Source: an optimization exercise on an open RTL-to-GDS flow (aim: small area, a short achievable clock period and few clock cycles). Production flows keep margins and buffers that such runs may drop.
Where RTL was checked, it was by simulation tests only, not by an equivalence proof against the original.
Power is estimated from default activity; no workload was simulated.

## jel_cap
module jel_cap (
    input  wire        clk,
    input  wire        rst,           
    input  wire        cmd_valid,
    output wire        cmd_ready,
    input  wire [2:0]  cmd_op,
    input  wire [31:0] cmd_arg,
    input  wire [7:0]  cmd_b,         
    input  wire [31:0] cmd_wb,        
    input  wire [31:0] cmd_hb,        
    input  wire        cmd_ecc,       
    input  wire        cmd_elen,      
    output reg         rsp_valid,
    output wire [7:0]  rsp_code,      
    output wire [31:0] rsp_value
);
Settings: LEC_CHECK=0, CAP_MARGIN=20, CORE_MARGIN=2, CORE_UTILIZATION=40, SLEW_MARGIN=20; clock period 10.0 ns.
standard.sh (not shown) runs the stock make flow with config.mk's settings and CLKGATE_MAP_FILE= SYNTH_SCRIPT=/design/flow/synth_recipe.tcl, a recipe that flattens the netlist after the stock synthesis.
==> flow/flow/run.sh <==
#!/bin/bash
# Layout flow: the standard ORFS flow (standard.sh), with these make
# variables changed (the clock period and the constraints are the standard flow's):
#   ADDER_MAP_FILE=     yosys leaves adders to abc instead of mapping them to
#                       the fa/ha cells (the registers are the same)
#   ABC_AREA=1          abc's area script
#   SETUP_SLACK_MARGIN  repair_timing works on paths until this much slack
#   BUFFER_PORTS_ARGS   the cell that buffers each input and output port
#   CTS_BUF_LIST        the clock tree's buffers
# Each step's full log is in orfs/logs/, make's own output in flow_make.log.
set -uo pipefail
bash standard.sh ADDER_MAP_FILE= ABC_AREA=1 SETUP_SLACK_MARGIN=5.7 TNS_END_PERCENT=0 'BUFFER_PORTS_ARGS=-buffer_cell sky130_fd_sc_hd__buf_1' CTS_BUF_LIST=sky130_fd_sc_hd__clkbuf_8 finish > flow_make.log 2>&1
The first run passed the timing, design-rule and antenna checks.
Change:
--- a/flow/flow/run.sh
+++ b/flow/flow/run.sh
@@ -12 +12 @@
-bash standard.sh ADDER_MAP_FILE= ABC_AREA=1 SETUP_SLACK_MARGIN=5.7 TNS_END_PERCENT=0 'BUFFER_PORTS_ARGS=-buffer_cell sky130_fd_sc_hd__buf_1' CTS_BUF_LIST=sky130_fd_sc_hd__clkbuf_8 finish > flow_make.log 2>&1
+bash standard.sh ADDER_MAP_FILE= ABC_AREA=1 SETUP_SLACK_MARGIN=6 'BUFFER_PORTS_ARGS=-buffer_cell sky130_fd_sc_hd__buf_1' CTS_BUF_LIST=sky130_fd_sc_hd__clkbuf_8 finish > flow_make.log 2>&1
The new run finished with timing, DRC and antenna clean; cell area rose by 4.5%; worst setup slack improves by 0.19 ns; clock-buffer cell count stays the same.
No functional check of the RTL was part of any run of this note.

---

Another version of the RTL of jel_cap (not shown whole).
Size in the first run: ~2400 cells after synthesis, roughly 160 flip-flops, roughly 150 I/O pins.
clock: 10.0 ns
lec_check: 0
cap_margin: 20
core_margin: 2
core_utilization: 40
slew_margin: 20
==> flow/flow/run.sh <==
#!/bin/bash
# Layout flow: the standard ORFS flow (standard.sh), with these make
# variables changed (the clock period and the constraints are the standard flow's):
#   ADDER_MAP_FILE=     yosys leaves adders to abc instead of mapping them to
#                       the fa/ha cells (the registers are the same)
#   ABC_AREA=1          abc's area script
#   SETUP_SLACK_MARGIN  repair_timing works on paths until this much slack
#   BUFFER_PORTS_ARGS   the cell that buffers each input and output port
#   CTS_BUF_LIST        the clock tree's buffers
# Each step's full log is in orfs/logs/, make's own output in flow_make.log.
set -uo pipefail
bash standard.sh ADDER_MAP_FILE= ABC_AREA=1 SETUP_SLACK_MARGIN=5.4 'BUFFER_PORTS_ARGS=-buffer_cell sky130_fd_sc_hd__buf_1' CTS_BUF_LIST=sky130_fd_sc_hd__clkbuf_8 finish > flow_make.log 2>&1
==> next run, changes <==
--- a/flow/flow/run.sh
+++ b/flow/flow/run.sh
@@ -10,3 +10,3 @@
 # Each step's full log is in orfs/logs/, make's own output in flow_make.log.
 set -uo pipefail
-bash standard.sh ADDER_MAP_FILE= ABC_AREA=1 SETUP_SLACK_MARGIN=5.4 'BUFFER_PORTS_ARGS=-buffer_cell sky130_fd_sc_hd__buf_1' CTS_BUF_LIST=sky130_fd_sc_hd__clkbuf_8 finish > flow_make.log 2>&1
+bash standard.sh ADDER_MAP_FILE= ABC_AREA=1 SETUP_SLACK_MARGIN=5.7 'BUFFER_PORTS_ARGS=-buffer_cell sky130_fd_sc_hd__buf_1' CTS_BUF_LIST=sky130_fd_sc_hd__clkbuf_8 finish > flow_make.log 2>&1
Result:
- The new run went through all stages and came out clean
- sequential power stays flat
- sequential share of layout area drops by 0.51 points
- first-iteration DRC count drops by 7.0%
- count of clock-buffer cells in the layout stays the same
- final area climbs by 2.2%
- maximum frequency climbs by 5.5%
- wire length climbs by 1.3%
- hold slack barely changes
==> next run, changes <==
--- a/flow/flow/run.sh
+++ b/flow/flow/run.sh
@@ -10,3 +10,3 @@
 # Each step's full log is in orfs/logs/, make's own output in flow_make.log.
 set -uo pipefail
-bash standard.sh ADDER_MAP_FILE= ABC_AREA=1 SETUP_SLACK_MARGIN=5.7 'BUFFER_PORTS_ARGS=-buffer_cell sky130_fd_sc_hd__buf_1' CTS_BUF_LIST=sky130_fd_sc_hd__clkbuf_8 finish > flow_make.log 2>&1
+bash standard.sh ADDER_MAP_FILE= ABC_AREA=1 SETUP_SLACK_MARGIN=5.0 'BUFFER_PORTS_ARGS=-buffer_cell sky130_fd_sc_hd__buf_1' CTS_BUF_LIST=sky130_fd_sc_hd__clkbuf_8 finish > flow_make.log 2>&1
The changed run ran to the end with no violations.
Wire length goes down by 1.9%.
Cell area drops by 3.3%.
Total power went down by 4.8%.
Via count fell by 1.9%.
Global-route usage barely changes.
==> next run, changes <==
--- a/flow/flow/run.sh
+++ b/flow/flow/run.sh
@@ -10,3 +10,3 @@
 # Each step's full log is in orfs/logs/, make's own output in flow_make.log.
 set -uo pipefail
-bash standard.sh ADDER_MAP_FILE= ABC_AREA=1 SETUP_SLACK_MARGIN=5.0 'BUFFER_PORTS_ARGS=-buffer_cell sky130_fd_sc_hd__buf_1' CTS_BUF_LIST=sky130_fd_sc_hd__clkbuf_8 finish > flow_make.log 2>&1
+bash standard.sh ADDER_MAP_FILE= ABC_AREA=1 SETUP_SLACK_MARGIN=6 'BUFFER_PORTS_ARGS=-buffer_cell sky130_fd_sc_hd__buf_1' CTS_BUF_LIST=sky130_fd_sc_hd__clkbuf_8 finish > flow_make.log 2>&1
=> The new run went through all stages and came out clean; final area climbs by 8.6%; power climbs by 15%; routed wire length climbs by 4.3%; setup slack improves by 0.57 ns; worst hold slack barely changes; register-to-register slack improves by 0.59 ns; area after synthesis does not change.
No functional check of the RTL was part of any run of this note.

---

## build 78
jel_cap, a different RTL version from the one above (not shown whole).
Size: roughly 2400 cells after synthesis, ~160 flip-flops, about 150 I/O pins, roughly 0.015 mm^2 of cells after synthesis.
clock: 10.0 ns
lec_check: 0
cap_margin: 20
core_margin: 2
core_utilization: 40
slew_margin: 20
==> flow/flow/run.sh <==
#!/bin/bash
# Layout flow: the standard ORFS flow (standard.sh), with these make
# variables changed (the clock period and the constraints are the standard flow's):
#   ADDER_MAP_FILE=     yosys leaves adders to abc instead of mapping them to
#                       the fa/ha cells (the registers are the same)
#   ABC_AREA=1          abc's area script
#   SETUP_SLACK_MARGIN  repair_timing works on paths until this much slack
#   BUFFER_PORTS_ARGS   the cell that buffers each input and output port
#   CTS_BUF_LIST        the clock tree's buffers
# Each step's full log is in orfs/logs/, make's own output in flow_make.log.
set -uo pipefail
bash standard.sh ADDER_MAP_FILE= ABC_AREA=1 SETUP_SLACK_MARGIN=6 'BUFFER_PORTS_ARGS=-buffer_cell sky130_fd_sc_hd__buf_1' CTS_BUF_LIST=sky130_fd_sc_hd__clkbuf_8 finish > flow_make.log 2>&1
Build 78 completed; timing, DRC and antenna clean
Testbench counts of build 78, summed over its fixed seeds: cycles 9,637.
Here is what was changed in the inputs of build 90 compared with build 78.
--- a/flow/flow/run.sh
+++ b/flow/flow/run.sh
@@ -11,2 +11,2 @@
 set -uo pipefail
-bash standard.sh ADDER_MAP_FILE= ABC_AREA=1 SETUP_SLACK_MARGIN=6 'BUFFER_PORTS_ARGS=-buffer_cell sky130_fd_sc_hd__buf_1' CTS_BUF_LIST=sky130_fd_sc_hd__clkbuf_8 finish > flow_make.log 2>&1
+bash standard.sh ADDER_MAP_FILE= ABC_AREA=1 SETUP_SLACK_MARGIN=6.2 'BUFFER_PORTS_ARGS=-buffer_cell sky130_fd_sc_hd__buf_1' CTS_BUF_LIST=sky130_fd_sc_hd__clkbuf_8 finish > flow_make.log 2>&1
Notes after the runs:
- Build 78: all stages complete, timing, DRC and antenna checks passed
- Both conditions hold for build 90: the flow ran to the end and the final layout passed the timing, design-rule and antenna checks.
- | worst setup slack | build 90 vs build 78 | 0.069 ns higher |
- Build 90 vs build 78 on non-filler instance count after layout: build 90 is the higher one.
- Relative to build 78, the routed via count divided by cell count of build 90 is higher by 0.027.
- Cmp build 90 and build 78 / number of non-clock buffers / lower: build 78
For build 37, these inputs were changed with respect to build 90:
--- a/flow/flow/run.sh
+++ b/flow/flow/run.sh
@@ -11,2 +11,2 @@
 set -uo pipefail
-bash standard.sh ADDER_MAP_FILE= ABC_AREA=1 SETUP_SLACK_MARGIN=6.2 'BUFFER_PORTS_ARGS=-buffer_cell sky130_fd_sc_hd__buf_1' CTS_BUF_LIST=sky130_fd_sc_hd__clkbuf_8 finish > flow_make.log 2>&1
+bash standard.sh ADDER_MAP_FILE= ABC_AREA=1 SETUP_SLACK_MARGIN=6 'BUFFER_PORTS_ARGS=-buffer_cell sky130_fd_sc_hd__buf_1' CTS_BUF_LIST=sky130_fd_sc_hd__clkbuf_8 GPL_TIMING_DRIVEN=1 finish > flow_make.log 2>&1
--- outcome ---
Diff build 90 -> build 37: final area moved down, final critical-path setup slack went down, core utilization went down.

---

## run 1
jel_cap, a different RTL version from the one above (not shown whole).
Size in the first run: roughly 170 flip-flops, ~150 I/O pins, about 15000 um2 of cells after synthesis.
export LEC_CHECK = 0
export CAP_MARGIN = 20
export CORE_MARGIN = 2
export CORE_UTILIZATION = 40
export SLEW_MARGIN = 20
create_clock -name core_clock -period 10.0 [get_ports {clk}]
==> flow/flow/run.sh <==
#!/bin/bash
# Layout flow: the standard ORFS flow (standard.sh), with these make
# variables changed (the clock period and the constraints are the standard flow's):
#   ADDER_MAP_FILE=     yosys leaves adders to abc instead of mapping them to
#                       the fa/ha cells (the registers are the same)
#   ABC_AREA=1          abc's area script
#   SETUP_SLACK_MARGIN  repair_timing works on paths until this much slack
#   BUFFER_PORTS_ARGS   the cell that buffers each input and output port
#   CTS_BUF_LIST        the clock tree's buffers
# Each step's full log is in orfs/logs/, make's own output in flow_make.log.
set -uo pipefail
bash standard.sh ADDER_MAP_FILE= ABC_AREA=1 SETUP_SLACK_MARGIN=6 'BUFFER_PORTS_ARGS=-buffer_cell sky130_fd_sc_hd__buf_1' CTS_BUF_LIST=sky130_fd_sc_hd__clkbuf_8 CORE_UTILIZATION=30 finish > flow_make.log 2>&1
Run 1 completed end to end with timing, DRC and antenna clean.
Testbench counts of run 1, summed over its fixed seeds: cycles 9,637.
## Diff of input files: run 2 against run 1
diff --git a/flow/flow/run.sh b/flow/flow/run.sh
--- a/flow/flow/run.sh
+++ b/flow/flow/run.sh
@@ -10,3 +10,3 @@
 # Each step's full log is in orfs/logs/, make's own output in flow_make.log.
 set -uo pipefail
-bash standard.sh ADDER_MAP_FILE= ABC_AREA=1 SETUP_SLACK_MARGIN=6 'BUFFER_PORTS_ARGS=-buffer_cell sky130_fd_sc_hd__buf_1' CTS_BUF_LIST=sky130_fd_sc_hd__clkbuf_8 CORE_UTILIZATION=30 finish > flow_make.log 2>&1
+bash standard.sh ADDER_MAP_FILE= ABC_AREA=1 SETUP_SLACK_MARGIN=6 'BUFFER_PORTS_ARGS=-buffer_cell sky130_fd_sc_hd__buf_1' CTS_BUF_LIST=sky130_fd_sc_hd__clkbuf_8 CORE_UTILIZATION=20 finish > flow_make.log 2>&1
==> run notes <==
Compared run 2 vs run 1, and vias per cell is down in run 2. Run 2 closes out successfully: all stages finished, all timing, DRC and antenna checks passed. Run 2 against run 1: proportion of synthesized area in mux cells now sits at about the same level; via count now sits higher; area growth from synthesis to layout now sits higher. Higher post-layout worst setup margin was reported by run 1, not run 2. Cmp run 2 vs run 1: die area higher in run 2. Higher transition time at the pin with the least slew margin goes to run 1 over run 2. In the flow results for run 1 and run 2, the via count of the first global-routing pass is smaller on run 1. Run 2 ended up with a higher first-pass GRT wire length than run 1 did. Compare run 1 and run 2 | clock insertion delay at the later pin of the skew report higher: run 2. | design area | lower: run 1 |.
### run 2 -> run 3
diff --git a/flow/flow/run.sh b/flow/flow/run.sh
--- a/flow/flow/run.sh
+++ b/flow/flow/run.sh
@@ -10,3 +10,3 @@
 # Each step's full log is in orfs/logs/, make's own output in flow_make.log.
 set -uo pipefail
-bash standard.sh ADDER_MAP_FILE= ABC_AREA=1 SETUP_SLACK_MARGIN=6 'BUFFER_PORTS_ARGS=-buffer_cell sky130_fd_sc_hd__buf_1' CTS_BUF_LIST=sky130_fd_sc_hd__clkbuf_8 CORE_UTILIZATION=20 finish > flow_make.log 2>&1
+bash standard.sh ADDER_MAP_FILE= ABC_AREA=1 SETUP_SLACK_MARGIN=6.2 'BUFFER_PORTS_ARGS=-buffer_cell sky130_fd_sc_hd__buf_1' CTS_BUF_LIST=sky130_fd_sc_hd__clkbuf_8 CORE_UTILIZATION=30 finish > flow_make.log 2>&1
Findings:
- The area taken by multi-input logic gates of run 3 is higher than that of run 2.
- In the tables for run 3 and run 2, tap cell count reads higher with run 2.
- Est. power | run 3 vs run 2 | run 3 higher
- Higher non-clock buffer count among run 3 and run 2: run 3
[inputs] run 4 vs run 3
diff --git a/flow/flow/run.sh b/flow/flow/run.sh
--- a/flow/flow/run.sh
+++ b/flow/flow/run.sh
@@ -10,3 +10,3 @@
 # Each step's full log is in orfs/logs/, make's own output in flow_make.log.
 set -uo pipefail
-bash standard.sh ADDER_MAP_FILE= ABC_AREA=1 SETUP_SLACK_MARGIN=6.2 'BUFFER_PORTS_ARGS=-buffer_cell sky130_fd_sc_hd__buf_1' CTS_BUF_LIST=sky130_fd_sc_hd__clkbuf_8 CORE_UTILIZATION=30 finish > flow_make.log 2>&1
+bash standard.sh ADDER_MAP_FILE= ABC_AREA=1 SETUP_SLACK_MARGIN=6 'BUFFER_PORTS_ARGS=-buffer_cell sky130_fd_sc_hd__buf_1' CTS_BUF_LIST=sky130_fd_sc_hd__clkbuf_8 finish > flow_make.log 2>&1
==> run notes <==
Compared with run 3, run 4 has less setup slack.
Comparing run 3 and run 4, the lower power was measured on run 4.
Looking at run 3 and run 4, the total number of vias is a wash.
Against run 3, global-route wire length before repair in run 4 fell by a few percent.
What run 5 does differently from run 4 at the input level:
diff --git a/flow/flow/run.sh b/flow/flow/run.sh
--- a/flow/flow/run.sh
+++ b/flow/flow/run.sh
@@ -10,3 +10,3 @@
 # Each step's full log is in orfs/logs/, make's own output in flow_make.log.
 set -uo pipefail
-bash standard.sh ADDER_MAP_FILE= ABC_AREA=1 SETUP_SLACK_MARGIN=6 'BUFFER_PORTS_ARGS=-buffer_cell sky130_fd_sc_hd__buf_1' CTS_BUF_LIST=sky130_fd_sc_hd__clkbuf_8 finish > flow_make.log 2>&1
+bash standard.sh ADDER_MAP_FILE= ABC_AREA=1 SETUP_SLACK_MARGIN=6 'BUFFER_PORTS_ARGS=-buffer_cell sky130_fd_sc_hd__buf_1' CTS_BUF_LIST=sky130_fd_sc_hd__clkbuf_8 CORE_UTILIZATION=50 finish > flow_make.log 2>&1
==> run notes <==
Comparing run 4 against run 5, there is no change at all in cell area after synthesis.
Looking at layout overhead on the synthesized area, run 5 sits below run 4.
Compared run 5 vs run 4, and power is down in run 5.
Looking at max-slew headroom at the worst pin across both flows, run 5 is the stronger of the two, with run 4 trailing.
Changes observed in run 5 relative to run 4: setup slack increased by 27 ps relative to the old numbers; sequential fraction of total cell area went up by 0.33 points; pre-CTS setup slack shows an increase of 190 ps; global-route usage now sits higher.

## port drivers added, routing unchanged
The results above use ideal ports. As a check the final layouts listed here were re-extracted and re-timed, cells and wires unchanged.
Step 1, drivers: a clkbuf_16 drives clk and a buf_2 each remaining input, both assumed.
Step 2 also shifts input and output timing later by t, the mid clock arrival at the registers, as if the neighbouring blocks saw the same clock.
a / b / c = no drivers / after step 1 / after step 2; a / b = the first two.
| run | shift t [ns] | setup WS [ns] | worst setup path at the end |
|---|---|---|---|
| the first run of note 1 | 0.558 | 5.991 / 5.991 / 5.625 | input to register |
| the second run of note 1 | 0.555 | 6.177 / 6.177 / 5.673 | input to register |
| the first run of note 2 | 0.549 | 5.771 / 5.771 / 5.613 | input to register |
| the second run of note 2 | 0.550 | 5.992 / 5.992 / 5.583 | input to register |
| the third run of note 2 | 0.548 | 5.565 / 5.565 / 5.565 | register to register |
| the fourth run of note 2 | 0.548 | 6.135 / 6.138 / 5.608 | input to register |
| build 78 | 0.564 | 6.195 / 6.190 / 5.691 | input to register |
| build 90 | 0.560 | 6.265 / 6.217 / 5.822 | input to register |
| build 37 | 0.564 | 6.195 / 6.190 / 5.691 | input to register |
| run 1 | 0.554 | 6.268 / 6.245 / 5.691 | input to register |
| run 2 | 0.572 | 6.134 / 6.134 / 5.575 | input to register |
| run 3 | 0.569 | 6.372 / 6.343 / 5.774 | input to register |
| run 4 | 0.555 | 6.177 / 6.177 / 5.673 | input to register |
| run 5 | 0.556 | 6.204 / 6.226 / 5.678 | input to register |
After both steps setup and hold are still met in every run listed. The setup slack of run 3, which loses most, moves by -0.029 ns with the drivers and by -0.598 ns with both steps.
